From an optimization exercise on the open Yosys and OpenROAD flow, aimed at small area, a short achievable clock period and few clock cycles; shortcuts taken in it are not production practice.
The RTL was checked by simulation tests, not by an equivalence proof against the original design.
Power and IR drop assume default switching activity.

== v6 ==
Design zcan_core, start of the top module:
module zcan_core (
    input  wire        clk,
    input  wire        rst,         
    input  wire        cmd_valid,
    output wire        cmd_ready,
    input  wire [31:0] cmd_word,
    input  wire [3:0]  rd_idx,
    output reg  [31:0] rd_data,
    output wire        tx_valid,
    output reg  [7:0]  tx_data,
    input  wire        tx_ready
);
clock: 10.0 ns
lec_check: 0
cap_margin: 20
core_margin: 2
core_utilization: 55
cts_buf_list: sky130_fd_sc_hd__clkbuf_16
cts_cluster_diameter: 70
cts_cluster_size: 25
place_density: 0.65
setup_slack_margin: 4.6
slew_margin: 20
run.sh (not shown) runs the stock make flow with config.mk's settings and CLKGATE_MAP_FILE= SYNTH_SCRIPT=/design/flow/synth_recipe.tcl, a recipe that flattens the netlist after the stock synthesis.
Testbench counts of v6, summed over its fixed seeds: cycles 6,305.
> inputs changed (v6 -> v7)
-- flow/design.v --
<<< v6, line 74
        endcase
    end
    reg [3:0] err_cause;    
    always @(*) begin
        err_cause = 4'd0;
        if (!(fmt_n | fmt_b | fmt_r))
            err_cause = C_ILLEGAL_OPC;
        else if (cmd_word[23:20] != 4'd0)
            err_cause = C_RESERVED_NZ;
        else if (fmt_n && cmd_word[19:0] != 20'd0)
            err_cause = C_RESERVED_NZ;
        else if (fmt_b && cmd_word[19:8] != 12'd0)
            err_cause = C_RESERVED_NZ;
        else if (fmt_r && reg_i > 4'd5)
            err_cause = C_BAD_REG;
        else if (opc == OP_CRC_CFG && b8 > 8'd1)
            err_cause = C_BAD_IMM;
        else if (opc == OP_TX_CRC && b8 != 8'd1 && b8 != 8'd2)
            err_cause = C_BAD_IMM;
        else if (opc == OP_TX_SOF && tx_in_frame)
            err_cause = C_TX_SEQ;
        else if ((opc == OP_TX_BYTE || opc == OP_TX_CRC || opc == OP_TX_EOF) && !tx_in_frame)
            err_cause = C_TX_SEQ;
    end
>>> v7, line 74
        endcase
    end
    reg [3:0] err_cause;
    always @(*) begin
        if (!(fmt_n | fmt_b | fmt_r))
            err_cause = C_ILLEGAL_OPC;
        else if (cmd_word[23:20] != 4'd0 || (fmt_n && cmd_word[19:0] != 20'd0) ||
                 (fmt_b && cmd_word[19:8] != 12'd0))
            err_cause = C_RESERVED_NZ;
        else if (fmt_r)
            err_cause = C_BAD_REG;
        else if (opc == OP_CRC_CFG || (opc == OP_TX_CRC && b8 != 8'd1 && b8 != 8'd2))
            err_cause = C_BAD_IMM;
        else
            err_cause = C_TX_SEQ;
    end
## What came out
- v7 — multi-input logic portion of the cell area 2.0 points lower, v6 as reference
- Relative to v6, the clock group share of total power of v7 is higher by 5.8 points.
- In the tables for v7 and v6, area of the core reads lower with v7.
- Looking at per-instance average area after synthesis, v7 sits about 6% higher than v6 does.
- Run comparison: v7 timing endpoint of the critical path rd_data[6]; v6 timing endpoint of the critical path rd_data[18]
- Final standard cell area without fillers: v7 and v6 compared, lower one is v6
Testbench counts of v7, summed over its fixed seeds: cycles 6,305.

--- another note on this design; it stands on its own ---

## JK
// zcan_core
module zcan_core (
    input  wire        clk,
    input  wire        rst,         
    input  wire        cmd_valid,
    output wire        cmd_ready,
    input  wire [31:0] cmd_word,
    input  wire [3:0]  rd_idx,
    output reg  [31:0] rd_data,
    output wire        tx_valid,
    output reg  [7:0]  tx_data,
    input  wire        tx_ready
);
Size: roughly 2900 cells after synthesis, roughly 310 flip-flops, ~82 I/O pins, roughly 0.022 sq mm of cells after synthesis.
clock: 10.0 ns
lec_check: 0
cap_margin: 20
core_margin: 2
core_utilization: 55
cts_buf_list: sky130_fd_sc_hd__clkbuf_16
cts_cluster_diameter: 70
cts_cluster_size: 25
place_density: 0.65
setup_slack_margin: 4.6
slew_margin: 20
tns_end_percent: 30
run.sh (not shown) runs the stock make flow with config.mk's settings and CLKGATE_MAP_FILE= SYNTH_SCRIPT=/design/flow/synth_recipe.tcl, a recipe that flattens the netlist after the stock synthesis.
JK | status: complete | timing, DRC, antenna: pass
Testbench counts of JK, summed over its fixed seeds: cycles 6,305.
Input changes introduced in PW (baseline for comparison: JK):
# JK
export LEC_CHECK = 0
export CAP_MARGIN = 20
export CORE_MARGIN = 2
export CORE_UTILIZATION = 55
export CTS_BUF_LIST = sky130_fd_sc_hd__clkbuf_16
export CTS_CLUSTER_DIAMETER = 70
export CTS_CLUSTER_SIZE = 25
export PLACE_DENSITY = 0.65
export SETUP_SLACK_MARGIN = 4.6
export SLEW_MARGIN = 20
export TNS_END_PERCENT = 30
create_clock -name core_clock -period 10.0 [get_ports {clk}]
# PW
export LEC_CHECK = 0
export ABC_CLOCK_PERIOD_IN_PS = 5000
export CAP_MARGIN = 20
export CORE_MARGIN = 2
export CORE_UTILIZATION = 40
export SETUP_SLACK_MARGIN = 4.6
export SLEW_MARGIN = 20
create_clock -name core_clock -period 10.0 [get_ports {clk}]
[summary]
- Design area was lower in JK than in PW.
- Per the comparison of PW with JK, final weighted congestion in routability-driven placement lost 0.50%, wire length of the first global-routing pass went up 870 um, actual slew at the worst max-slew pin now smaller.

## separate check: timing with driven ports
In the flow no input, the clock included, has a driving cell. The finished layouts below were timed again as built, in two steps. Step 1, drivers: a clkbuf_16 drives clk and a buf_2 each remaining input, both assumed. Step 2, shift: input delay + t, output delay - t, t = (earliest + latest rising clock arrival at the registers) / 2. This alone moves slack from input paths to output paths. Slacks: ideal ports / drivers / drivers and shift; pairs: ideal ports / drivers.
| run | t (ns) | setup WS [ns] | hold WS [ns] | worst setup path at the end | pins driven straight from the clock port |
|---|---|---|---|---|---|
| v6 | 0.619 | 4.570 / 4.536 / 4.133 | 0.454 / 0.454 / 0.454 | input to register | 1 |
| v7 | 0.635 | 4.480 / 4.397 / 4.105 | 0.456 / 0.456 / 0.456 | input to register | 1 |
| JK | 0.611 | 4.506 / 4.451 / 4.094 | 0.462 / 0.462 / 0.462 | input to register | 1 |
| PW | 0.610 | 4.602 / 4.519 / 4.117 | 0.459 / 0.459 / 0.459 | input to register | 1 |
After both steps setup and hold are still met in every run listed. For PW, which loses most, drivers alone change the setup slack by -0.083 ns; drivers and shift together by -0.485 ns.
